What follows belongs to an exercise in optimizing a design on an open flow for small area; a production flow would make more cautious choices.
Function was checked by simulation only, so behaviour that the tests miss may differ from the original.
No activity file was given, so power comes from the tool's default toggle rates.

## flow/design.v (module list and top-level ports; edited modules follow where they fit)
// module colmux_nt_col: 391 lines
// module colmux_scan: 1486 lines
module colmux_scan(clk_scan, rst_scan_n, row_i, wave_i, ack_t_i, ser_o, srclk_o, rclk_o, sstat_o, req_t_o, bundle_o);
  // ...
==> flow/flow/run.sh <==
#!/bin/bash
# Standard layout, with four changes:
# - synthesis is the standard flow's own, but extract_fa is skipped and ABC maps with an
#   area-oriented script
#   (flow/synth.tcl, flow/abc_amap.script);
# - every combinational cell starts from its smallest drive after floorplan
#   (flow/downsize.tcl; repair_design later upsizes or buffers where needed);
# - a leaner clock tree (clkbuf_4 clusters of at most 10 sinks, no dummy loads);
# - the smallest buffer on each port.
# Logs: flow.log here and ORFS's own logs under orfs/logs/.
set -euo pipefail
bash standard.sh \
  "SYNTH_SCRIPT=$PWD/flow/synth.tcl" \
  "POST_FLOORPLAN_TCL=$PWD/flow/downsize.tcl" \
  "CTS_ARGS=-sink_clustering_enable -repair_clock_nets -sink_clustering_size 6 -sink_clustering_max_diameter 30 -buf_list sky130_fd_sc_hd__clkbuf_2 -dont_use_dummy_load" \
  "BUFFER_PORTS_ARGS=-buffer_cell sky130_fd_sc_hd__buf_1" \
  finish > flow.log 2>&1
==> flow/flow/abc_amap.script <==
strash
dch -f
amap
topo
==> flow/flow/downsize.tcl <==
# Run after floorplan (POST_FLOORPLAN_TCL): give every combinational cell the
# smallest drive strength of its family. Timing has ample slack at this
# period; placement's repair_design then restores drive wherever slew,
# capacitance or fanout call for it. Registers and clock cells are left alone.
set db [ord::get_db]
set block [ord::get_db_block]
set dont_use $::env(DONT_USE_CELLS)
set swapped 0
set saved 0
foreach inst [$block getInsts] {
  set master [$inst getMaster]
  set name [$master getName]
  if {![regexp {^(sky130_fd_sc_hd__[a-z0-9]+?)_([0-9]+)$} $name -> base drive]} { continue }
  if {[regexp {__(df|edf|sdf|dl|tap|fill|decap|conb|clk|lpflow|probe)} $base]} { continue }
  set best $master
  set best_area [expr {[$master getWidth] * [$master getHeight]}]
  foreach d {0 1 2 3 4 6 8 12 16} {
    set cand_name ${base}_$d
    if {[lsearch -exact $dont_use $cand_name] >= 0} { continue }
    set cand [$db findMaster $cand_name]
    if {$cand eq "NULL"} { continue }
    set a [expr {[$cand getWidth] * [$cand getHeight]}]
    if {$a < $best_area} {
      set best $cand
      set best_area $a
    }
  }
  if {$best ne $master} {
    set saved [expr {$saved + [$master getWidth] * [$master getHeight] - $best_area}]
    $inst swapMaster $best
    incr swapped
  }
}
puts "downsize: $swapped cells swapped to their smallest drive, [expr {$saved / 1e6}] um2 saved"
==> flow/flow/synth.tcl <==
# The standard synthesis (synth_recipe.tcl in the work folder, run
# unchanged), except for the combinational mapping: Yosys's extract_fa (which
# pulls XOR/AND pairs out as half/full adder cells before ABC sees them) is
# skipped, and ABC maps with an area-oriented script (abc_amap.script beside
# this file) instead of ORFS's abc_area/abc_speed script. Registers are
# mapped before ABC runs, so their names and cell types are those of the
# standard synthesis.
set flow_dir [file dirname [file normalize [info script]]]
set ::amap_script [file join $flow_dir abc_amap.script]
proc abc {args} {
  set i [lsearch -exact $args -script]
  if {$i >= 0 && [regexp {abc_(area|speed)\.script$} [lindex $args [expr {$i + 1}]]]} {
    lset args [expr {$i + 1}] $::amap_script
    puts "flow/synth.tcl: ABC script replaced by $::amap_script"
  }
  yosys abc {*}$args
}
proc extract_fa {args} {
  puts "flow/synth.tcl: extract_fa skipped"
}
source [file join [file dirname $flow_dir] synth_recipe.tcl]
==> flow/standard.sh <==
#!/bin/bash
# synth_recipe.tcl (not shown) runs the flow's synth.tcl, then flattens the netlist and writes it again
# the make line also repeats each setting of config.mk as NAME=value (left out here)
make -C /OpenROAD-flow-scripts/flow DESIGN_CONFIG=/design/flow/config.mk WORK_HOME=/design/flow/orfs CLKGATE_MAP_FILE= SYNTH_SCRIPT=/design/flow/synth_recipe.tcl "${@:-finish}"
==> flow/config.mk <==
export PLATFORM = sky130hd
export DESIGN_NAME = colmux_scan
export DESIGN_NICKNAME = colmux_scan
export VERILOG_FILES = /design/flow/design.v
export SDC_FILE = /design/flow/constraint.sdc
export NUM_CORES = 4
export LEC_CHECK = 0
export ABC_AREA = 1
export CAP_MARGIN = 20
export CORE_MARGIN = 2
export CORE_UTILIZATION = 65
export SLEW_MARGIN = 20
==> flow/constraint.sdc <==
create_clock -name core_clock -period 10.0 [get_ports {clk_scan}]
set_input_delay 2.0000 -clock core_clock [delete_from_list [all_inputs] [get_ports {clk_scan}]]
set_output_delay 2.0000 -clock core_clock [all_outputs]
set_load 0.01 [all_outputs]
==> metrics.yaml, run 1 <==
min_path:
  holdPathStages: 0
  hold_path.class: "reg2reg"
yosys:
  ys_warn_count: 1
  synth_commonest_cells: "163 x edfxtp_1, 79 x nor2_1, 54 x clkinv_1"
  ys_async_sr_fraction_pct: 21.2
  ys_seq_area_share_pct: 78.1
  netlist.area_leader.share_pct: 58.7
  synth_edf_count: 163
route:
  drt_iter0_markers: 476
  first_pass_iters: 9
  wl_um: 13900
timing:
  clock_skew_ps: 86.8
  fin_crit_sh_pct: 61.8
  finalSetupViolCount: 0
  final.setup.tns_ps: 0
placed_design:
  port_buffers: 66
run_status:
  status: "finished clean"
power_and_ir_drop:
  seqPwrFrac_pct: 70.5
  power.group.top: "sequential cells"
  clk-power_mw: 0.413
worst_setup_path:
  crit_chain: "clkinv_1 > nor2_1 > nor2_1 > o211ai_1 > o22ai_1 > clkinv_1 > nor2_1 > a211oi_1 > nand2_1 > o21ai_0 > nor3b_1 > or2_0 > o21a_1 > nor2_1 > o41ai_1 > buf_1"
  worst-path-buf-inv: 3
  slowest_delay_ps: 560
  cp.required_ps: 8000
clock_tree:
  clock_sinks: 231
  cts_buffers: 47
final_layout:
  final_common_cell: "edfxtp_1"
  diodes: 0
  clkbuf_count: 47
  syn_to_final_growth_pct: 6.32
  seq_cells: 231
global_route:
  grt_max_degree: 88
  grt-ovfl-total: 0
run:
  drv_cap: 0
floorplanning:
  rows: 41
  core_sq_um: 12600
==> inputs of run 2 (changes only) <==
--- a/flow/flow/run.sh
+++ b/flow/flow/run.sh
@@ -13,5 +13,5 @@
   "SYNTH_SCRIPT=$PWD/flow/synth.tcl" \
   "POST_FLOORPLAN_TCL=$PWD/flow/downsize.tcl" \
-  "CTS_ARGS=-sink_clustering_enable -repair_clock_nets -sink_clustering_size 6 -sink_clustering_max_diameter 30 -buf_list sky130_fd_sc_hd__clkbuf_2 -dont_use_dummy_load" \
+  "CTS_ARGS=-sink_clustering_enable -repair_clock_nets -sink_clustering_size 12 -sink_clustering_max_diameter 35 -buf_list sky130_fd_sc_hd__clkbuf_4 -dont_use_dummy_load" \
   "BUFFER_PORTS_ARGS=-buffer_cell sky130_fd_sc_hd__buf_1" \
   finish > flow.log 2>&1
==> run 2 against run 1 <==
First-iteration DRC count up 0.84%. Hold slack improved by 9.2 ps. Critical path depth fell by 2. Cell area increased by 0.23%. Non-clock buffer count is the same. Setup slack better by 220 ps. Critical endpoint is now bundle_o[4]. Critical path type unchanged. Highest routed layer unchanged. Largest power group unchanged. Core utilization rose by 0.16 points. Global-route usage decreased by 0.75 points. Sequential power about the same. Sequential share of layout area fell by 0.17 points. Synthesized area unchanged. Still clean. Clock power is 4% higher.
==> metrics.yaml, run 2 <==
worst_setup_path:
  end_kind: "output port"
  worstSetupPathType: "reg2out"
  slowest_stage: "dfstp_2"
  slowest_delay_ps: 550  # about the same
  rr_worst_depth: 16
  crit_chain: "clkinv_1 > nor2_1 > a211oi_1 > o22ai_1 > clkinv_1 > nor2_1 > a211oi_1 > nand2_1 > o21ai_0 > nor3_1 > a221o_1 > o21ai_0 > o21ai_0 > buf_1"
  crit_top_cell: "o21ai_0"
  cp.required_ps: 8000  # about the same
  arrival_ps: 3960
  cp_max_fo: 8
  startpoint_type: "flop"
final_layout:
  diodes: 0  # unchanged
  multi_input_area_sq_um: 1420
  drive_gt1_share_pct: 8.12
  fin_area_sq_um: 8890
  fillers: 840
  final_common_cell: "edfxtp_1"
  syn_to_final_growth_pct: 6.56
  final_cell_mix: "163 x edfxtp_1, 79 x nor2_1, 65 x buf_1"
  seq_area_sq_um: 6520
  layout.nets: 666
clock_tree:
  cts_resized: 0
  cts_tree: "built"
  worstSkewPairLatency_ps: 560
  clock_sinks: 231  # unchanged
  cts-htree-levels: 2
  root_buffer: "clkbuf_4"
  cts-hold-fix-buffers: 0
  path_clk_slew_ps: 100
  post-cts-setup-buffer-count: 0
  clock_path_buffers: 3
  cts_buffers: 34  # -28%
yosys:
  netlist_instances: 574
  ys_warn_count: 1  # unchanged
  ys_types: 43
  ys.flop_type: "edfxtp_1"
  synth_edf_count: 163  # unchanged
  netlist.area_leader.share_pct: 58.7  # unchanged
  syn_area_sq_um: 8340
  ys_async_sr_fraction_pct: 21.2  # unchanged
  synth_top_area_cell: "edfxtp_1"
  synth_commonest_cells: "163 x edfxtp_1, 79 x nor2_1, 54 x clkinv_1"
  yosysMostFrequentCell: "edfxtp_1"
  yosys-top-cells-area: "edfxtp_1 59%, dfrtp_1 11%, dfxtp_1 4.6%, dfstp_2 3.8%, nor2_1 3.6%"
  ys_seq_area_share_pct: 78.1  # unchanged
  syn_avg_cell_area_sq_um: 14.5
  ys_ff_latch: 231
route:
  via_count: 4706
  avgRoutedWirePerCell_um: 16.5
  drcViolationCount: 0
  wl_um: 13600  # -2.4%
  ant_nets: 0
  avgViaCountPerCell: 5.70
  drt_iter0_markers: 480  # +0.84%
  first_pass_iters: 6  # -3
global_route:
  met2_usage_pct: 31.1
  grtUsageMet3_pct: 4.69
  grt.met1_usage_pct: 29.8
  grt-busiest-layer: "met2"
  grtUsageTotal_pct: 20.6
  grt-ovfl-total: 0  # unchanged
  grt_pass1_wl_um: 21600
  grt_max_degree: 88  # unchanged
  antenna_found_initial: 0
  grt_pass1_vias: 4359
floorplanning:
  die_y_um: 117
  rows: 41  # unchanged
  die_x_um: 117
  core_sq_um: 12600  # unchanged
  initial_utilization_pct: 66.4
  die-area_sq_um: 13800
  io_pins: 75
timing:
  clock_skew_ps: 49.5  # -37.3 ps
  fmax_mhz: 168
  fin_crit_sh_pct: 59.6  # -2.2 points
  maxSlewViolCount: 0
  max-slew-margin-rel_pct: 31.6
  fin_crit_ps: 5960
  tightest_slew_ps: 1030
  whs_ps: 345
  rsz0062_at_grt: "no"
  final.setup.tns_ps: 0  # unchanged
  finalSetupViolCount: 0  # unchanged
  finalHoldViolations: 0
power_and_ir_drop:
  peakVddDrop_mv: 0.128
  cellPowerDensity_nw_per_um2: 164
  power_mw: 1.46
  p_leak_nw: 3.05
run_status:
  status: "finished clean"
placed_design:
  port_buffers: 66  # unchanged
  place_area_sq_um: 8630
  gp_congestion: 1.07
  dpl.hpwl_um: 8610
min_path:
  holdPathStages: 0  # unchanged
  hold_path.class: "reg2reg"
run:
  drv_cap: 0  # unchanged
[run 2: logic make-up (layout without fill, tap and decap cells)]
| logic type | count (synthesis) | after routing | synth area share [%] |
|---|---|---|---|
| compound gates | 104 | 104 | 8.37 |
| buf+inv | 86 | 158 | 5.31 |
| flops | 231 | 231 | 78.1 |
| other cells | 1 | 8 | 0.0450 |
| simple gates | 152 | 152 | 8.13 |
[run 2: layer usage]
metal | routed length (um) | vias up
met3 | 859 | 43
met2 | 6240 | 201
met1 | 6090 | 2229
met5 | 0 | -
li1 | - | 2233
met4 | 388 | 0
[run 2: path summary, 6_finish.rpt]
path / start / end / slack [ps]
max: _871_ / bundle_o[4] / 4040
min: rs1[2] / rs2[2] / 350
max reg2reg: _986_ / pseq[4] / 6420
min reg2reg: rs1[2] / rs2[2] / 350
max in group asynchronous: rst_scan_n / pseq[7] / 8000
min in group asynchronous: rst_scan_n / _879_ / 1530
[run 2: area by class of cell]
| type | count | area share, % |
|---|---|---|
| clock buffer | 34 | 2.87 |
| tap | 172 | 2.42 |
| sequential | 231 | 73.3 |
| timing repair buffer | 70 | 3.14 |
| inverter | 54 | 2.28 |
| multi-input combinational | 264 | 16.0 |
[run 2: metrics by stage]
stage / instances / utilization (%) / setup WS, ps
finish: 825 / 70.7 / 4040
CTS: 825 / 70.7 / 4080
detailed placement: 791 / 68.7 / 4710
floorplan: 581 / - / 2610
global route: 825 / 70.7 / 3590
global placement: 791 / 68.7 / 4930
[run 2: report_power, final]
group / switching (mW) / leakage [nW] / total, mW / internal, mW
Sequential: 0.00160 / 2.22 / 1.02 / 1.02
Combinational: 0.00907 / 0.672 / 0.0125 / 0.00343
Clock: 0.272 / 0.156 / 0.429 / 0.157
[run 2: critical path: cells and delay by family (launching register included)]
family,cells,cell delay [ps]
AOI/OAI and AO/OA,7,1170
buffers and inverters,3,520
DFF,1,550
and+or+nand+nor,4,1170
==> inputs of run 3 (changes only) <==
--- a/flow/flow/run.sh
+++ b/flow/flow/run.sh
@@ -13,5 +13,5 @@
   "SYNTH_SCRIPT=$PWD/flow/synth.tcl" \
   "POST_FLOORPLAN_TCL=$PWD/flow/downsize.tcl" \
-  "CTS_ARGS=-sink_clustering_enable -repair_clock_nets -sink_clustering_size 12 -sink_clustering_max_diameter 35 -buf_list sky130_fd_sc_hd__clkbuf_4 -dont_use_dummy_load" \
+  "CTS_ARGS=-sink_clustering_enable -repair_clock_nets -sink_clustering_size 18 -sink_clustering_max_diameter 80 -buf_list sky130_fd_sc_hd__clkbuf_8 -dont_use_dummy_load" \
   "BUFFER_PORTS_ARGS=-buffer_cell sky130_fd_sc_hd__buf_1" \
   finish > flow.log 2>&1
==> run 3 against run 2 <==
Clock-buffer cell count shrank 18. Hold slack lost 0.51 ps. Critical path depth grew 2. Largest power group unchanged.
==> metrics.yaml, run 3 <==
run_status:
  status: "finished clean"
global_route:
  grt_max_degree: 88  # unchanged
  grtUsageTotal_pct: 19.9  # -0.70 points
  grt_pass1_wl_um: 21000  # -2.7%
  grt-ovfl-total: 0  # unchanged
  grt_pass1_vias: 4189  # -3.9%
  antenna_found_initial: 0  # unchanged
clock_tree:
  cts-hold-fix-buffers: 0  # unchanged
  cts_buffers: 16  # -53%
  clock_path_buffers: 3  # unchanged
  post-cts-setup-buffer-count: 0  # unchanged
  cts_tree: "built"
  worstSkewPairLatency_ps: 510  # -50 ps
  cts-htree-levels: 1  # -1
  cts_resized: 0  # unchanged
  root_buffer: "clkbuf_8"
  path_clk_slew_ps: 110  # about the same
  clock_sinks: 231  # unchanged
placed_design:
  port_buffers: 66  # unchanged
  placed_cells: 791  # unchanged
  dpl.hpwl_um: 8610  # unchanged
  gp_congestion: 1.07  # unchanged
yosys:
  ys_ff_latch: 231  # unchanged
  ys_seq_area_share_pct: 78.1  # unchanged
  synth_top_area_cell: "edfxtp_1"
  yosys-top-cells-area: "edfxtp_1 59%, dfrtp_1 11%, dfxtp_1 4.6%, dfstp_2 3.8%, nor2_1 3.6%"
  netlist_instances: 574  # unchanged
  yosysMostFrequentCell: "edfxtp_1"
  ys_types: 43  # unchanged
  syn_area_sq_um: 8340  # unchanged
  netlist.area_leader.share_pct: 58.7  # unchanged
  synth_edf_count: 163  # unchanged
  syn_avg_cell_area_sq_um: 14.5  # unchanged
  ys_warn_count: 1  # unchanged
  ys.flop_type: "edfxtp_1"
  synth_commonest_cells: "163 x edfxtp_1, 79 x nor2_1, 54 x clkinv_1"
  ys_async_sr_fraction_pct: 21.2  # unchanged
final_layout:
  stdcell_count: 807  # -2.2%
  diodes: 0  # unchanged
  post-route-util_pct: 70.4  # -0.28 points
  final_common_cell: "edfxtp_1"
  final_cell_mix: "163 x edfxtp_1, 79 x nor2_1, 65 x buf_1"
  layout.nets: 648  # -2.7%
  drive_gt1_share_pct: 5.51  # -2.6 points
  syn_to_final_growth_pct: 6.14
timing:
  fin_crit_ps: 5900  # -58.4 ps
  fmax_mhz: 169  # +0.99%
  clock_skew_ps: 37.8  # -11.7 ps
  whs_ps: 345  # -0.510 ps
  tightest_slew_ps: 1020  # -5.66 ps
  max-slew-margin-rel_pct: 32.0  # +0.38 points
  rsz0062_at_grt: "no"
  finalHoldViolations: 0  # unchanged
  fin_crit_sh_pct: 59.0  # -0.58 points
  finalSetupViolCount: 0  # unchanged
  maxSlewViolCount: 0  # unchanged
  final.setup.tns_ps: 0  # unchanged
worst_setup_path:
  cp_max_fo: 9  # +1
  startpoint_type: "flop"
  cp.required_ps: 8000  # about the same
  end_kind: "output port"
  worstSetupPathType: "reg2out"
  arrival_ps: 3900  # -60 ps
route:
  ant_nets: 0  # unchanged
  drt_iter0_markers: 496  # +3.3%
  wl_met3_um: 820  # -4.5%
  via_count: 4597  # -2.3%
  avgRoutedWirePerCell_um: 16.6  # +0.87%
  avgViaCountPerCell: 5.70  # -0.14%
  wl_um: 13400  # -1.3%
  dr_wl_met2_um: 6270  # +0.51%
  drcViolationCount: 0  # unchanged
  wl_met1_um: 6090  # about the same
  top_layer: "met4"
  first_pass_iters: 8  # +2
floorplanning:
  die_y_um: 117  # unchanged
  die_x_um: 117  # unchanged
  die-area_sq_um: 13800  # unchanged
  initial_utilization_pct: 66.4  # unchanged
  io_pins: 75  # unchanged
  rows: 41  # unchanged
  core_sq_um: 12600  # unchanged
run:
  drv_cap: 0  # unchanged
power_and_ir_drop:
  cellPowerDensity_nw_per_um2: 162  # -1.6%
  power_mw: 1.43  # -2.0%
  p_leak_nw: 3.00  # -1.4%
  peakVddDrop_mv: 0.143  # +12%
min_path:
  hold_path.class: "reg2reg"
-- run 3: layout make-up --
cell class,count,area [sq um]
multi-input cells,264,1420
repair buffers,70,279
well taps,172,215
flip-flops and latches,231,6520
clock buffers,16,220
fillers,834,3720
inverters,54,203
-- run 3: logic make-up (layout without fill, tap and decap cells) --
| group | count (synthesis) | count (layout) | share of synthesized area (%) |
|---|---|---|---|
| AO/OA/AOI/OAI | 104 | 104 | 8.37 |
| buffers and inverters | 86 | 140 | 5.31 |
| flip-flops | 231 | 231 | 78.1 |
| other | 1 | 8 | 0.0450 |
| AND/OR/NAND/NOR | 152 | 152 | 8.13 |
-- run 3: power by group --
group / internal, mW / switching [mW]
clock network: 0.145 / 0.256
registers: 1.02 / 0.00158
logic: 0.00343 / 0.00911
total: 1.17 / 0.266
-- run 3: critical path, stage by stage, from the launching register on --
cell	delay [ps]
dfstp_2	590
clkinv_1	220
nor2_1	330
clkinv_1	160
o211ai_1	160
o22ai_1	170
clkinv_1	100
nor2_1	100
a211oi_1	320
nand2_1	110
o21ai_0	150
nor3b_1	330
or2_0	200
o21a_1	140
nor2_1	40
o41ai_1	70
buf_1	190
-- run 3: through the flow --
step	worst slack (ps)	cell area, sq um
final	4100	8850
after CTS	4130	8850
after detailed placement	4710	8630
after floorplan	2610	8380
after global routing	3640	8850
after global placement	4930	8630
-- run 3: worst paths after layout --
| check | start | to | slack (ps) | cells after the start |
|---|---|---|---|---|
| max reg2reg | _986_ | pseq[4] | 6320 | 16 |
| min reg2reg | rs1[2] | rs2[2] | 340 | 0 |
| max | _872_ | bundle_o[2] | 4100 | 16 |
| min in group asynchronous | rst_scan_n | _951_ | 1580 | 2 |
| min | rs1[2] | rs2[2] | 340 | 0 |
| max in group asynchronous | rst_scan_n | _863_ | 7950 | 2 |
-- run 3: routing by layer --
layer,global-route usage [%],vias up
li1,-,2177
met1,29.6,2224
met2,31.2,170
met3,3.45,26
met4,5.25,0
met5,0,-
==> inputs of run 4 (changes only) <==
--- a/flow/flow/run.sh
+++ b/flow/flow/run.sh
@@ -13,5 +13,5 @@
   "SYNTH_SCRIPT=$PWD/flow/synth.tcl" \
   "POST_FLOORPLAN_TCL=$PWD/flow/downsize.tcl" \
-  "CTS_ARGS=-sink_clustering_enable -repair_clock_nets -sink_clustering_size 18 -sink_clustering_max_diameter 80 -buf_list sky130_fd_sc_hd__clkbuf_8 -dont_use_dummy_load" \
+  "CTS_ARGS=-sink_clustering_enable -repair_clock_nets -sink_clustering_size 30 -sink_clustering_max_diameter 80 -buf_list sky130_fd_sc_hd__clkbuf_16 -dont_use_dummy_load" \
   "BUFFER_PORTS_ARGS=-buffer_cell sky130_fd_sc_hd__buf_1" \
   finish > flow.log 2>&1
==> run 4 against run 3 <==
Non-clock buffer count unchanged. Global-route usage rose by 0.12 points. First-iteration DRC count grew 6.7%. Highest routed layer unchanged.
==> metrics.yaml, run 4 <==
route:
  avgViaCountPerCell: 5.70  # about the same
  ant_nets: 0  # unchanged
  avgRoutedWirePerCell_um: 16.9  # +1.8%
  wl_um: 13600  # +1.3%
  via_count: 4576  # -0.46%
  first_pass_iters: 5  # -3
  drt_iter0_markers: 529  # +6.7%
  drcViolationCount: 0  # unchanged
placed_design:
  port_buffers: 66  # unchanged
  place_area_sq_um: 8630  # unchanged
  place_ws_ps: 4710  # unchanged
  placed_cells: 791  # unchanged
  dpl.hpwl_um: 8610  # unchanged
  gp_congestion: 1.07  # unchanged
floorplanning:
  initial_utilization_pct: 66.4  # unchanged
  die_x_um: 117  # unchanged
  io_pins: 75  # unchanged
  core_sq_um: 12600  # unchanged
  die-area_sq_um: 13800  # unchanged
  die_y_um: 117  # unchanged
  rows: 41  # unchanged
global_route:
  grt_pass1_wl_um: 21200  # +0.69%
  grt-ovfl-total: 0  # unchanged
  grtUsageTotal_pct: 20.0  # +0.12 points
  grt_pass1_vias: 4143  # -1.1%
  antenna_found_initial: 0  # unchanged
  grt_max_degree: 88  # unchanged
worst_setup_path:
  end_kind: "output port"
  arrival_ps: 3930  # +30 ps
  cp_max_fo: 8  # -1
  rrSetupSlack_ps: 6220  # -100 ps
  worstSetupPathType: "reg2out"
  startpoint_type: "flop"
  rr_worst_depth: 16  # unchanged
  cp.required_ps: 8000  # about the same
min_path:
  holdPathStages: 0  # unchanged
  hold_path.class: "reg2reg"
clock_tree:
  cts-htree-levels: 1  # unchanged
  cts_tree: "built"
  worstSkewPairLatency_ps: 470  # -40 ps
  path_clk_slew_ps: 110  # about the same
  clock_path_buffers: 3  # unchanged
  cts_buffers: 12  # -4
  cts_resized: 0  # unchanged
  post-cts-setup-buffer-count: 0  # unchanged
  root_buffer: "clkbuf_16"
  cts-hold-fix-buffers: 0  # unchanged
  clock_sinks: 231  # unchanged
timing:
  fmax_mhz: 169  # -0.46%
  maxSlewViolCount: 0  # unchanged
  final.setup.tns_ps: 0  # unchanged
  finalHoldViolations: 0  # unchanged
  fin_crit_sh_pct: 59.3  # +0.27 points
  finalSetupViolCount: 0  # unchanged
  fin_ws_ps: 4070  # -27.4 ps
  tightest_slew_ps: 1030  # +10.1 ps
  clock_skew_ps: 59.5  # +21.6 ps
  fin_crit_ps: 5930  # +27.4 ps
  rsz0062_at_grt: "no"
  max-slew-margin-rel_pct: 31.3  # -0.67 points
final_layout:
  final_common_cell: "edfxtp_1"
  drive_gt1_share_pct: 4.91  # -0.60 points
  stdcell_count: 803  # -0.50%
  fillers: 819  # -1.8%
  seq_area_sq_um: 6520  # unchanged
  layout.nets: 644  # -0.62%
  multi_input_area_sq_um: 1420  # unchanged
  syn_to_final_growth_pct: 7.10
  final_cell_mix: "163 x edfxtp_1, 79 x nor2_1, 65 x buf_1"
  diodes: 0  # unchanged
  fin_area_sq_um: 8930  # +0.90%
yosys:
  syn_area_sq_um: 8340  # unchanged
  synth_commonest_cells: "163 x edfxtp_1, 79 x nor2_1, 54 x clkinv_1"
  ys_async_sr_fraction_pct: 21.2  # unchanged
  ys_types: 43  # unchanged
  synth_top_area_cell: "edfxtp_1"
  syn_avg_cell_area_sq_um: 14.5  # unchanged
  ys_seq_area_share_pct: 78.1  # unchanged
  synth_edf_count: 163  # unchanged
  ys.flop_type: "edfxtp_1"
  netlist.area_leader.share_pct: 58.7  # unchanged
  ys_warn_count: 1  # unchanged
  yosys-top-cells-area: "edfxtp_1 59%, dfrtp_1 11%, dfxtp_1 4.6%, dfstp_2 3.8%, nor2_1 3.6%"
  ys_ff_latch: 231  # unchanged
  netlist_instances: 574  # unchanged
  yosysMostFrequentCell: "edfxtp_1"
power_and_ir_drop:
  p_leak_nw: 3.04  # +1.1%
  peakVddDrop_mv: 0.155  # +8.5%
  intPower_mw: 1.24  # +6.1%
  clock_power_share_pct: 31.7  # +3.7 points
  cellPowerDensity_nw_per_um2: 169  # +4.5%
  p_sw_mw: 0.272  # +2.3%
  swShare_pct: 18.1  # -0.54 points
  power_mw: 1.51  # +5.4%
  seqPwrFrac_pct: 67.5  # -3.6 points
  pwr-share-comb_pct: 0.8  # about the same
run:
  drv_cap: 0  # unchanged
run_status:
  status: "finished clean"
-- run 4: per-stage QoR --
stage | hold slack, ps | utilization (%)
2_1_floorplan | 310 | -
3_3_place_gp | 315 | 68.7
3_5_place_dp | 325 | 68.7
4_1_cts | 357 | 71.1
5_1_grt | 360 | 71.1
6_report | 353 | 71.1
-- run 4: layout make-up --
type / instances / share of cell area (%)
sequential: 231 / 73.0
timing repair buffer: 70 / 3.12
multi-input combinational: 264 / 15.9
inverter: 54 / 2.27
tap: 172 / 2.41
clock buffer: 12 / 3.36
-- run 4: worst max-delay path, cell delays in order (launching register included) --
cell and delay [ps]:
dfstp_2 550, clkinv_1 190, nor2_1 410, nor2_1 70, o211ai_1 290, o22ai_1 180, clkinv_1 100, nor2_1 100
a211oi_1 320, nand2_1 110, o21ai_0 160, nor3b_1 330, or2_0 200, o21a_1 140, nor2_1 40, o41ai_1 70
buf_1 190
-- run 4: routing by layer --
metal | wire length (um) | vias up | global-route usage, %
met5 | 0 | - | 0
met4 | 264 | 0 | 4.94
met3 | 727 | 36 | 3.09
met2 | 6290 | 168 | 31.3
met1 | 6280 | 2202 | 30.2
li1 | - | 2170 | -
-- run 4: worst paths after layout --
| kind | from | endpoint |
|---|---|---|
| worst max-delay path | _871_ | bundle_o[2] |
| worst min-delay path | rs1[0] | rs2[0] |
| worst max register to register | _986_ | pseq[4] |
| worst min register to register | rs1[0] | rs2[0] |
| max in group asynchronous | rst_scan_n | req_t_o |
| min in group asynchronous | rst_scan_n | _955_ |
-- run 4: kinds of logic after synthesis --
family                 count (synthesis)  synth area share, %
and+or+nand+nor                      152                 8.13
AOI/OAI and AO/OA                    104                 8.37
DFF                                  231                 78.1
other                                  1               0.0450
buffers and inverters                 86                 5.31
-- run 4: power by group through the flow --
stage | combinational (mW) | sequential, mW | clock (mW)
2_1_floorplan | 0.00795 | 1.04 | 0
3_5_place_dp | 0.0127 | 1.04 | 0
3_3_place_gp | 0.0124 | 1.04 | 0
6_report | 0.0126 | 1.02 | 0.478
5_1_grt | 0.0146 | 1.02 | 0.530
4_1_cts | 0.0129 | 1.02 | 0.494
==> inputs of run 5 (changes only) <==
--- a/flow/flow/run.sh
+++ b/flow/flow/run.sh
@@ -13,5 +13,5 @@
   "SYNTH_SCRIPT=$PWD/flow/synth.tcl" \
   "POST_FLOORPLAN_TCL=$PWD/flow/downsize.tcl" \
-  "CTS_ARGS=-sink_clustering_enable -repair_clock_nets -sink_clustering_size 30 -sink_clustering_max_diameter 80 -buf_list sky130_fd_sc_hd__clkbuf_16 -dont_use_dummy_load" \
+  "CTS_ARGS=-sink_clustering_enable -repair_clock_nets -sink_clustering_size 10 -sink_clustering_max_diameter 80 -buf_list sky130_fd_sc_hd__clkbuf_4 -dont_use_dummy_load" \
   "BUFFER_PORTS_ARGS=-buffer_cell sky130_fd_sc_hd__buf_1" \
   finish > flow.log 2>&1
==> run 5 against run 4 <==
Still clean. Die area did not move. Synthesized area is the same. Setup slack got worse by 90 ps. Via count rose by 1.5%. Cell area down 1.1%. Critical endpoint unchanged.
==> metrics.yaml, run 5 <==
yosys:
  synth_top_area_cell: "edfxtp_1"
  syn_area_sq_um: 8340  # unchanged
  netlist_instances: 574  # unchanged
  ys_warn_count: 1  # unchanged
  yosys-top-cells-area: "edfxtp_1 59%, dfrtp_1 11%, dfxtp_1 4.6%, dfstp_2 3.8%, nor2_1 3.6%"
  ys_async_sr_fraction_pct: 21.2  # unchanged
  ys_types: 43  # unchanged
  netlist.area_leader.share_pct: 58.7  # unchanged
  ys_seq_area_share_pct: 78.1  # unchanged
  ys.flop_type: "edfxtp_1"
  yosysMostFrequentCell: "edfxtp_1"
  ys_ff_latch: 231  # unchanged
  synth_commonest_cells: "163 x edfxtp_1, 79 x nor2_1, 54 x clkinv_1"
  syn_avg_cell_area_sq_um: 14.5  # unchanged
  synth_edf_count: 163  # unchanged
global_route:
  grt-ovfl-total: 0  # unchanged
  grt_pass1_wl_um: 21300  # +0.49%
  met2_usage_pct: 30.9  # -0.42 points
  grt-busiest-layer: "met2"
  grt_pass1_vias: 4253  # +2.7%
  grtUsageMet3_pct: 3.96  # +0.88 points
  antenna_found_initial: 0  # unchanged
  grt.met1_usage_pct: 29.8  # -0.41 points
  grtUsageTotal_pct: 20.1  # +0.088 points
  grt_max_degree: 88  # unchanged
placed_design:
  port_buffers: 66  # unchanged
  dpl.hpwl_um: 8610  # unchanged
  gp_congestion: 1.07  # unchanged
power_and_ir_drop:
  swShare_pct: 19.1  # +1.1 points
  p_leak_nw: 3.01  # -0.78%
  peakVddDrop_mv: 0.128  # -18%
  cellPowerDensity_nw_per_um2: 160  # -5.2%
  seqPwrFrac_pct: 72.0  # +4.5 points
  intPower_mw: 1.14  # -7.4%
  pwr-share-comb_pct: 0.9  # about the same
  p_sw_mw: 0.270  # -0.76%
  clock_power_share_pct: 27.1  # -4.6 points
timing:
  final.setup.tns_ps: 0  # unchanged
  fmax_mhz: 166  # -1.5%
  whs_ps: 343  # -9.33 ps
  max-slew-margin-rel_pct: 30.9  # -0.35 points
  tightest_slew_ps: 1040  # +5.32 ps
  clock_skew_ps: 47.7  # -11.8 ps
  fin_crit_ps: 6020  # +89.7 ps
  fin_crit_sh_pct: 60.2  # +0.90 points
  finalSetupViolCount: 0  # unchanged
  maxSlewViolCount: 0  # unchanged
  finalHoldViolations: 0  # unchanged
  rsz0062_at_grt: "no"
floorplanning:
  die-area_sq_um: 13800  # unchanged
  io_pins: 75  # unchanged
  core_sq_um: 12600  # unchanged
  die_y_um: 117  # unchanged
  rows: 41  # unchanged
  die_x_um: 117  # unchanged
  initial_utilization_pct: 66.4  # unchanged
final_layout:
  fillers: 856  # +4.5%
  final_cell_mix: "163 x edfxtp_1, 79 x nor2_1, 65 x buf_1"
  final_common_cell: "edfxtp_1"
  drive_gt1_share_pct: 7.12  # +2.2 points
  diodes: 0  # unchanged
  layout.nets: 659  # +2.3%
  syn_to_final_growth_pct: 5.93
run:
  drv_cap: 0  # unchanged
clock_tree:
  cts_buffers: 27  # +15
  clock_sinks: 231  # unchanged
  root_buffer: "clkbuf_4"
  cts-htree-levels: 1  # unchanged
  cts_tree: "built"
  cts-hold-fix-buffers: 0  # unchanged
  post-cts-setup-buffer-count: 0  # unchanged
  worstSkewPairLatency_ps: 620  # +150 ps
  clock_path_buffers: 3  # unchanged
  cts_resized: 0  # unchanged
  path_clk_slew_ps: 110  # about the same
route:
  avgRoutedWirePerCell_um: 16.4  # -2.6%
  avgViaCountPerCell: 5.68  # -0.40%
  first_pass_iters: 6  # +1
  drcViolationCount: 0  # unchanged
  drt_iter0_markers: 486  # -8.1%
  ant_nets: 0  # unchanged
  via_count: 4643  # +1.5%
  wl_um: 13500  # -0.80%
worst_setup_path:
  worstSetupPathType: "reg2out"
  end_kind: "output port"
  cp.required_ps: 8000  # about the same
  cp_max_fo: 8  # unchanged
  startpoint_type: "flop"
  arrival_ps: 4020  # +90 ps
run_status:
  status: "finished clean"
min_path:
  hold_path.class: "reg2reg"
==> run 5: cell counts after synthesis <==
Identical to the previous run, type by type.
==> run 5: critical path, cell delays in order (launching register included) <==
cell,delay (ps)
dfstp_2,560
clkinv_1,190
nor2_1,380
nor2_1,70
o211ai_1,270
o22ai_1,170
clkinv_1,100
nor2_1,100
a211oi_1,320
nand2_1,120
o21ai_0,160
nor3b_1,330
or2_0,200
o21a_1,140
nor2_1,40
o41ai_1,70
buf_1,190
==> run 5: cell type report <==
type | instances | area, sq um | share of cell area (%)
flip-flops and latches | 231 | 6520 | 73.8
multi-input cells | 264 | 1420 | 16.0
repair buffers | 70 | 279 | 3.16
well taps | 172 | 215 | 2.44
clock buffers | 27 | 203 | 2.29
inverters | 54 | 203 | 2.29
==> run 5: power groups by stage <==
stage                     logic (mW)  registers (mW)  clock network, mW
final                         0.0125            1.02              0.384
after global routing          0.0145            1.02              0.439
after CTS                     0.0129            1.02              0.405
after detailed placement      0.0127            1.04                  0
after global placement        0.0124            1.04                  0
after floorplan              0.00795            1.04                  0
==> run 5: layer usage <==
metal / vias up / wire (um)
met4: 0 / 262
met3: 26 / 853
met1: 2223 / 6120
met2: 181 / 6220
li1: 2213 / -
met5: - / 0
==> run 5: final timing paths <==
| kind | start | endpoint | slack, ps | depth (start not counted) |
|---|---|---|---|---|
| max in group asynchronous | rst_scan_n | req_t_o | 8080 | 2 |
| min in group asynchronous | rst_scan_n | note[5] | 1490 | 2 |
| worst min-delay path | rs1[2] | rs2[2] | 340 | 0 |
| worst max register to register | _986_ | pseq[4] | 6370 | 16 |
| worst max-delay path | _871_ | bundle_o[2] | 3980 | 16 |
| worst min register to register | rs1[2] | rs2[2] | 340 | 0 |
==> run 5: cell families (layout without fill, tap and decap cells) <==
| kind of cell | after synthesis | count (layout) | share of synthesized area, % |
|---|---|---|---|
| and+or+nand+nor | 152 | 152 | 8.13 |
| other | 1 | 8 | 0.0450 |
| AOI/OAI and AO/OA | 104 | 104 | 8.37 |
| buffers and inverters | 86 | 151 | 5.31 |
| DFF | 231 | 231 | 78.1 |
==> run 5: metrics by stage <==
stage	instance area (sq um)	instances	worst slack [ps]	power, mW	utilization (%)
floorplan	8380	581	2610	1.05	-
detailed placement	8630	791	4710	1.05	68.7
global placement	8630	791	4930	1.05	68.7
global route	8830	818	3530	1.47	70.3
finish	8830	818	3980	1.41	70.3
CTS	8830	818	4000	1.44	70.3
==> inputs of run 6 (changes only) <==
--- a/flow/flow/run.sh
+++ b/flow/flow/run.sh
@@ -6,5 +6,6 @@
 # - every combinational cell starts from its smallest drive after floorplan
 #   (flow/downsize.tcl; repair_design later upsizes or buffers where needed);
-# - a leaner clock tree (clkbuf_4 clusters of at most 10 sinks, no dummy loads);
+# - a leaner clock tree (clkbuf_4 clusters of at most 10 sinks within 80 um,
+#   no dummy loads);
 # - the smallest buffer on each port.
 # Logs: flow.log here and ORFS's own logs under orfs/logs/.
==> flow/flow/abc_amap.script (replaced) <==
strash
dch -f
amap
mfs3 -ae
topo
--- a/flow/config.mk
+++ b/flow/config.mk
@@ -9,4 +9,4 @@
 export CAP_MARGIN = 20
 export CORE_MARGIN = 2
-export CORE_UTILIZATION = 65
+export CORE_UTILIZATION = 80
 export SLEW_MARGIN = 20
==> run 6 against run 5 <==
Fmax decreased by 2.2%. Sequential power about the same. Clock skew increased by 9.1 ps. Total power increased by 1.3%. Critical path type unchanged. Critical endpoint is now bundle_o[4].
==> metrics.yaml, run 6 <==
worst_setup_path:
  cp_max_fo: 8  # unchanged
  crit_family: "compound AO/OA/AOI/OAI gates"
  end_kind: "output port"
  cp.required_ps: 8000  # about the same
  r2r-end: "pseq[4]"
  rrSetupSlack_ps: 5510  # -860 ps
  worstReg2RegStart: "_956_"
  worst-path-buf-inv: 3  # unchanged
  worstSetupPathType: "reg2out"
  arrival_ps: 4150  # +130 ps
  startpoint_type: "flop"
  rr_worst_depth: 16  # unchanged
  slowest_stage: "dfstp_2"
  slowest_delay_ps: 570  # about the same
  crit_chain: "clkinv_1 > nor2_1 > nor2_1 > o211ai_1 > o22ai_1 > clkinv_1 > nor2_1 > a211oi_1 > nand2_1 > o21ai_0 > nor3_1 > a221o_1 > nand2_1 > o21ai_0 > o21ai_0 > buf_1"
route:
  drcViolationCount: 0  # unchanged
  first_pass_iters: 6  # unchanged
  wl_um: 17500  # +30%
  via_count: 5102  # +9.9%
  avgViaCountPerCell: 6.59  # +16%
  ant_nets: 0  # unchanged
  avgRoutedWirePerCell_um: 22.6  # +38%
  drt_iter0_markers: 542  # +12%
global_route:
  grt_pass1_vias: 5040  # +19%
  grt-ovfl-total: 0  # unchanged
  grt_pass1_wl_um: 27400  # +29%
  antenna_found_initial: 0  # unchanged
  grtUsageTotal_pct: 32.7  # +13 points
  grt_max_degree: 77  # -13%
power_and_ir_drop:
  peakVddDrop_mv: 0.149  # +17%
  seqPwrFrac_pct: 71.1  # -0.9 points
  power_mw: 1.43  # +1.3%
  intPower_mw: 1.14  # about the same
  pwr-share-comb_pct: 0.9  # about the same
  p_sw_mw: 0.288  # +6.5%
  p_leak_nw: 3.02  # +0.31%
  cellPowerDensity_nw_per_um2: 163  # +1.8%
  swShare_pct: 20.1  # +0.99 points
  clock_power_share_pct: 28.0  # +0.9 points
clock_tree:
  worstSkewPairLatency_ps: 600  # -20 ps
  clock_sinks: 231  # unchanged
  cts_resized: 0  # unchanged
  post-cts-setup-buffer-count: 0  # unchanged
  cts_buffers: 27  # unchanged
  clock_path_buffers: 3  # unchanged
  cts-hold-fix-buffers: 0  # unchanged
  cts-htree-levels: 1  # unchanged
  cts_tree: "built"
  path_clk_slew_ps: 110  # about the same
  root_buffer: "clkbuf_4"
min_path:
  min_to: "rs2[1]"
  hold_path_startpoint: "rs1[1]"
  holdPathStages: 0  # unchanged
  hold_path.class: "reg2reg"
placed_design:
  dpl.hpwl_um: 10800  # +26%
  gp_congestion: 0.906  # -15%
  place_ws_ps: 4570  # -140 ps
  place_area_sq_um: 8580  # -0.55%
  port_buffers: 66  # unchanged
  placed_cells: 747  # -5.6%
timing:
  whs_ps: 321  # -22.6 ps
  fin_crit_sh_pct: 61.5  # +1.4 points
  fin_ws_ps: 3850  # -135 ps
  finalSetupViolCount: 0  # unchanged
  max-slew-margin-rel_pct: 39.0  # +8.1 points
  tightest_slew_ps: 914  # -122 ps
  finalHoldViolations: 0  # unchanged
  maxSlewViolCount: 0  # unchanged
  fin_crit_ps: 6150  # +135 ps
  fmax_mhz: 163  # -2.2%
  clock_skew_ps: 56.7  # +9.09 ps
  final.setup.tns_ps: 0  # unchanged
  rsz0062_at_grt: "no"
yosys:
  yosysMostFrequentCell: "edfxtp_1"
  synth_edf_count: 163  # unchanged
  synth_top_area_cell: "edfxtp_1"
  syn_avg_cell_area_sq_um: 14.7  # +1.5%
  ys.flop_type: "edfxtp_1"
  synth_commonest_cells: "163 x edfxtp_1, 75 x nor2_1, 45 x clkinv_1"
  syn_area_sq_um: 8330  # -0.12%
  netlist.area_leader.share_pct: 58.8  # +0.071 points
  netlist_instances: 565  # -1.6%
  ys_types: 43  # unchanged
  ys_seq_area_share_pct: 78.2  # +0.094 points
  ys_async_sr_fraction_pct: 21.2  # unchanged
  ys_ff_latch: 231  # unchanged
  ys_warn_count: 1  # unchanged
  yosys-top-cells-area: "edfxtp_1 59%, dfrtp_1 11%, dfxtp_1 4.6%, dfstp_2 3.8%, nor2_1 3.4%"
floorplanning:
  rows: 37  # -9.8%
  die_x_um: 106  # -9.6%
  core_sq_um: 10200  # -19%
  initial_utilization_pct: 81.4  # +15 points
  die-area_sq_um: 11200  # -18%
  io_pins: 75  # unchanged
  die_y_um: 106  # -9.6%
final_layout:
  diodes: 0  # unchanged
  fillers: 448  # -48%
  stdcell_count: 774  # -5.4%
  post-route-util_pct: 85.9  # +16 points
  final_common_cell: "edfxtp_1"
  drive_gt1_share_pct: 7.37  # +0.25 points
  final_cell_mix: "163 x edfxtp_1, 75 x nor2_1, 65 x buf_1"
  layout.nets: 651  # -1.2%
  fin_area_sq_um: 8790  # -0.54%
  syn_to_final_growth_pct: 5.48
run:
  drv_cap: 0  # unchanged
run_status:
  status: "finished clean"
## run 6: cell count changes after synthesis, moves of 2 or more
cell,delta
a31oi_1,-2
clkinv_1,-9
nand2b_1,+2
nor2_1,-4
nor2b_1,+4
nor3_1,-3
o21bai_1,+3
or2_0,-2
## run 6: worst max-delay path by stage
stage,cells past startpoint,startpoint,to,slack [ps]
6_report,16,_871_,bundle_o[4],3850
5_1_grt,16,_871_,bundle_o[4],3420
4_1_cts,14,_871_,bundle_o[4],3920
3_5_place_dp,14,_871_,bundle_o[4],4570
3_3_place_gp,16,_871_,bundle_o[4],4780
2_1_floorplan,10,_951_,pseq[4],3160
## run 6: power groups by stage
| stage | registers [mW] | clock network, mW | logic, mW |
|---|---|---|---|
| 6_report | 1.02 | 0.401 | 0.0132 |
| 5_1_grt | 1.02 | 0.440 | 0.0150 |
| 4_1_cts | 1.02 | 0.407 | 0.0132 |
| 3_5_place_dp | 1.04 | 0 | 0.0129 |
| 3_3_place_gp | 1.04 | 0 | 0.0119 |
| 2_1_floorplan | 1.04 | 0 | 0.00791 |
## run 6: layout make-up
type / count / area [sq um] / share of cell area [%]
Tap cell: 136 / 170 / 1.94
Sequential cell: 231 / 6520 / 74.2
Inverter: 45 / 169 / 1.92
Multi-Input combinational cell: 264 / 1440 / 16.4
Clock buffer: 27 / 203 / 2.31
Timing Repair Buffer: 71 / 287 / 3.26
## run 6: per-layer routing
metal | wire length, um | vias to the layer above | share of wire [%] | GRT usage (%)
met5 | 0 | - | 0 | 0
met4 | 872 | 0 | 5.0 | 13.9
met3 | 1620 | 89 | 9.2 | 5.40
met2 | 8460 | 426 | 48 | 52.9
met1 | 6550 | 2409 | 37 | 45.5
li1 | - | 2178 | - | -
## run 6: logic make-up (layout without fill, tap and decap cells)
family                 count (synthesis)  after routing  synth area share [%]
AOI/OAI and AO/OA                    107            107                  8.65
and+or+nand+nor                      149            149                  8.16
buffers and inverters                 77            143                  4.91
DFF                                  231            231                  78.2
other                                  1              8                0.0450
## run 6: worst register-to-register path: stages (launching register included)
cell and delay [ps]:
dfrtp_1 520, clkinv_1 180, nand4_1 180, or2_0 320, nor2b_1 200, nand2_1 100
nor2_1 290, clkinv_1 210, o2111a_1 220, nor2b_1 590, clkinv_1 500, nor2_1 360
nand2_1 170, nor2_1 190, and2_0 240, nor2_1 60, a21oi_1 120
==> inputs of run 7 (changes only) <==
--- a/flow/config.mk
+++ b/flow/config.mk
@@ -9,4 +9,4 @@
 export CAP_MARGIN = 20
 export CORE_MARGIN = 2
-export CORE_UTILIZATION = 80
+export CORE_UTILIZATION = 65
 export SLEW_MARGIN = 20
==> run 7 against run 6 <==
Routed wire length down 24%. Die area increased by 22%. Critical path depth stayed put. Global-route usage fell by 13 points. Clock power is 4% lower. Setup slack better by 98 ps. Fmax increased by 1.6%. Synthesized area unchanged. Core utilization shrank 16 points. Non-clock buffer count is the same. Total power is 1.3% lower. Sequential share of layout area shrank 0.38 points.
==> metrics.yaml, run 7 <==
final_layout:
  fillers: 847  # +89%
  multi_input_area_sq_um: 1440  # unchanged
  final_cell_mix: "163 x edfxtp_1, 75 x nor2_1, 65 x buf_1"
  seq_area_sq_um: 6520  # unchanged
  syn_to_final_growth_pct: 6.02
  layout.nets: 651  # unchanged
  diodes: 0  # unchanged
  final_common_cell: "edfxtp_1"
  drive_gt1_share_pct: 7.37  # unchanged
timing:
  maxSlewViolCount: 0  # unchanged
  fin_crit_sh_pct: 60.6  # -0.98 points
  tightest_slew_ps: 933  # +18.5 ps
  fmax_mhz: 165  # +1.6%
  finalHoldViolations: 0  # unchanged
  max-slew-margin-rel_pct: 37.6  # -1.5 points
  fin_crit_ps: 6060  # -97.7 ps
  rsz0062_at_grt: "no"
  final.setup.tns_ps: 0  # unchanged
  finalSetupViolCount: 0  # unchanged
  clock_skew_ps: 59.7  # +2.94 ps
yosys:
  yosys-top-cells-area: "edfxtp_1 59%, dfrtp_1 11%, dfxtp_1 4.6%, dfstp_2 3.8%, nor2_1 3.4%"
  yosysMostFrequentCell: "edfxtp_1"
  syn_avg_cell_area_sq_um: 14.7  # unchanged
  synth_edf_count: 163  # unchanged
  ys.flop_type: "edfxtp_1"
  ys_ff_latch: 231  # unchanged
  ys_types: 43  # unchanged
  synth_commonest_cells: "163 x edfxtp_1, 75 x nor2_1, 45 x clkinv_1"
  ys_async_sr_fraction_pct: 21.2  # unchanged
  synth_top_area_cell: "edfxtp_1"
  netlist_instances: 565  # unchanged
  ys_warn_count: 1  # unchanged
  netlist.area_leader.share_pct: 58.8  # unchanged
  ys_seq_area_share_pct: 78.2  # unchanged
  syn_area_sq_um: 8330  # unchanged
clock_tree:
  cts-htree-levels: 1  # unchanged
  clock_sinks: 231  # unchanged
  root_buffer: "clkbuf_4"
  path_clk_slew_ps: 110  # about the same
  cts_resized: 0  # unchanged
  post-cts-setup-buffer-count: 0  # unchanged
  worstSkewPairLatency_ps: 630  # +30 ps
  cts_tree: "built"
  cts_buffers: 27  # unchanged
  cts-hold-fix-buffers: 0  # unchanged
  clock_path_buffers: 3  # unchanged
route:
  ant_nets: 0  # unchanged
  drt_iter0_markers: 456  # -16%
  via_count: 4550  # -11%
  avgViaCountPerCell: 5.62  # -15%
  first_pass_iters: 4  # -2
  drcViolationCount: 0  # unchanged
  wl_um: 13300  # -24%
  avgRoutedWirePerCell_um: 16.4  # -28%
worst_setup_path:
  arrival_ps: 4060  # -90 ps
  slowest_delay_ps: 570  # about the same
  crit_chain: "clkinv_1 > nor2_1 > nor2_1 > o211ai_1 > o22ai_1 > clkinv_1 > nor2_1 > a211oi_1 > nand2_1 > o21ai_0 > nor3b_1 > or2_0 > o21a_1 > nor2_1 > o41ai_1 > buf_1"
  worstSetupPathType: "reg2out"
  startpoint_type: "flop"
  end_kind: "output port"
  crit_family: "simple AND/OR/NAND/NOR gates"
  crit_top_cell: "nor2_1"
  slowest_stage: "dfstp_2"
  cp_max_fo: 8  # unchanged
  cp.required_ps: 8000  # about the same
  worst-path-buf-inv: 3  # unchanged
placed_design:
  gp_congestion: 1.09  # +21%
  dpl.hpwl_um: 8440  # -22%
  port_buffers: 66  # unchanged
run_status:
  status: "finished clean"
floorplanning:
  die_x_um: 117  # +11%
  die-area_sq_um: 13700  # +22%
  io_pins: 75  # unchanged
  die_y_um: 117  # +11%
  initial_utilization_pct: 66.3  # -15 points
  rows: 41  # +11%
  core_sq_um: 12600  # +23%
power_and_ir_drop:
  power_mw: 1.41  # -1.3%
  peakVddDrop_mv: 0.113  # -24%
  cellPowerDensity_nw_per_um2: 160  # -1.8%
  p_leak_nw: 3.02  # unchanged
run:
  drv_cap: 0  # unchanged
global_route:
  grt_max_degree: 78  # +1.3%
  grt-ovfl-total: 0  # unchanged
  antenna_found_initial: 0  # unchanged
  grt_pass1_vias: 4235  # -16%
  grt_pass1_wl_um: 20800  # -24%
  grtUsageTotal_pct: 19.5  # -13 points
min_path:
  hold_path.class: "reg2reg"
-- run 7: cell counts after synthesis --
Identical to the previous run, type by type.
-- run 7: final cells by class --
cell class | count | share of cell area (%)
Sequential cell | 231 | 73.8
Multi-Input combinational cell | 264 | 16.3
Timing Repair Buffer | 71 | 3.24
Tap cell | 172 | 2.44
Clock buffer | 27 | 2.30
Inverter | 45 | 1.91
-- run 7: worst paths after layout --
kind / from / to / slack [ps] / cells past startpoint
max reg2reg: _956_ / pseq[4] / 6220 / 16
min: rs1[1] / rs2[1] / 330 / 0
min in group asynchronous: rst_scan_n / pseq[0] / 1470 / 2
max: _871_ / bundle_o[2] / 3940 / 16
min reg2reg: rs1[1] / rs2[1] / 330 / 0
max in group asynchronous: rst_scan_n / _866_ / 8080 / 2
-- run 7: power by group --
part | internal, mW | total, mW | switching, mW
Clock | 0.124 | 0.384 | 0.260
Sequential | 1.02 | 1.02 | 0.00143
Combinational | 0.00340 | 0.0124 | 0.00899
-- run 7: per-layer routing --
layer / up-vias / global-route usage, % / routed length (um)
met5: - / 0 / 0
met4: 0 / 6.59 / 342
met3: 33 / 4.07 / 714
met2: 143 / 29.8 / 5880
met1: 2183 / 28.6 / 6330
li1: 2191 / - / -
-- run 7: logic make-up after synthesis --
family / count (synthesis) / share of synthesized area (%)
flip-flops: 231 / 78.2
AND/OR/NAND/NOR: 149 / 8.16
buffers and inverters: 77 / 4.91
AO/OA/AOI/OAI: 107 / 8.65
other: 1 / 0.0450
-- run 7: through the flow --
stage	cell area [sq um]	utilization [%]	worst slack (ps)	std cells	hold WS, ps
detailed placement	8630	68.7	4710	783	313
floorplan	8370	-	3160	572	310
CTS	8830	70.3	4020	810	332
global route	8830	70.3	3490	810	335
global placement	8630	68.7	4950	783	314
finish	8830	70.3	3940	810	329

## port drivers added, routing unchanged
The flow's constraints put no driver on any port. The routed layouts listed below were extracted and timed again, unchanged, in two steps.
Step 1 (the two cells are an assumption about what drives the block):
set clk [get_ports {clk_scan}]
set_driving_cell -lib_cell sky130_fd_sc_hd__clkbuf_16 $clk
set_driving_cell -lib_cell sky130_fd_sc_hd__buf_2 [delete_from_list [all_inputs] $clk]
Step 2 also shifts input and output timing later by t, the mid clock arrival at the registers, as if the neighbouring blocks saw the same clock.
a / b / c = no drivers / after step 1 / after step 2; a / b = the first two.
| run | t (ns) | slack for setup (ns) | latest minus earliest clock arrival (ns) | worst data-port slew with drivers (ns) |
|---|---|---|---|---|
| run 1 | 0.740 | 3.824 / 3.791 / 4.531 | 0.089 / 0.088 | 0.04 |
| run 2 | 0.579 | 4.041 / 4.008 / 4.587 | 0.065 / 0.065 | 0.04 |
| run 3 | 0.525 | 4.099 / 4.060 / 4.585 | 0.041 / 0.040 | 0.04 |
| run 4 | 0.485 | 4.072 / 4.031 / 4.516 | 0.060 / 0.060 | 0.04 |
| run 5 | 0.629 | 3.982 / 3.951 / 4.580 | 0.058 / 0.058 | 0.04 |
| run 6 | 0.615 | 3.847 / 3.812 / 4.426 | 0.065 / 0.065 | 0.03 |
| run 7 | 0.629 | 3.944 / 3.914 / 4.544 | 0.063 / 0.063 | 0.03 |
After both steps every run listed still meets setup and hold.
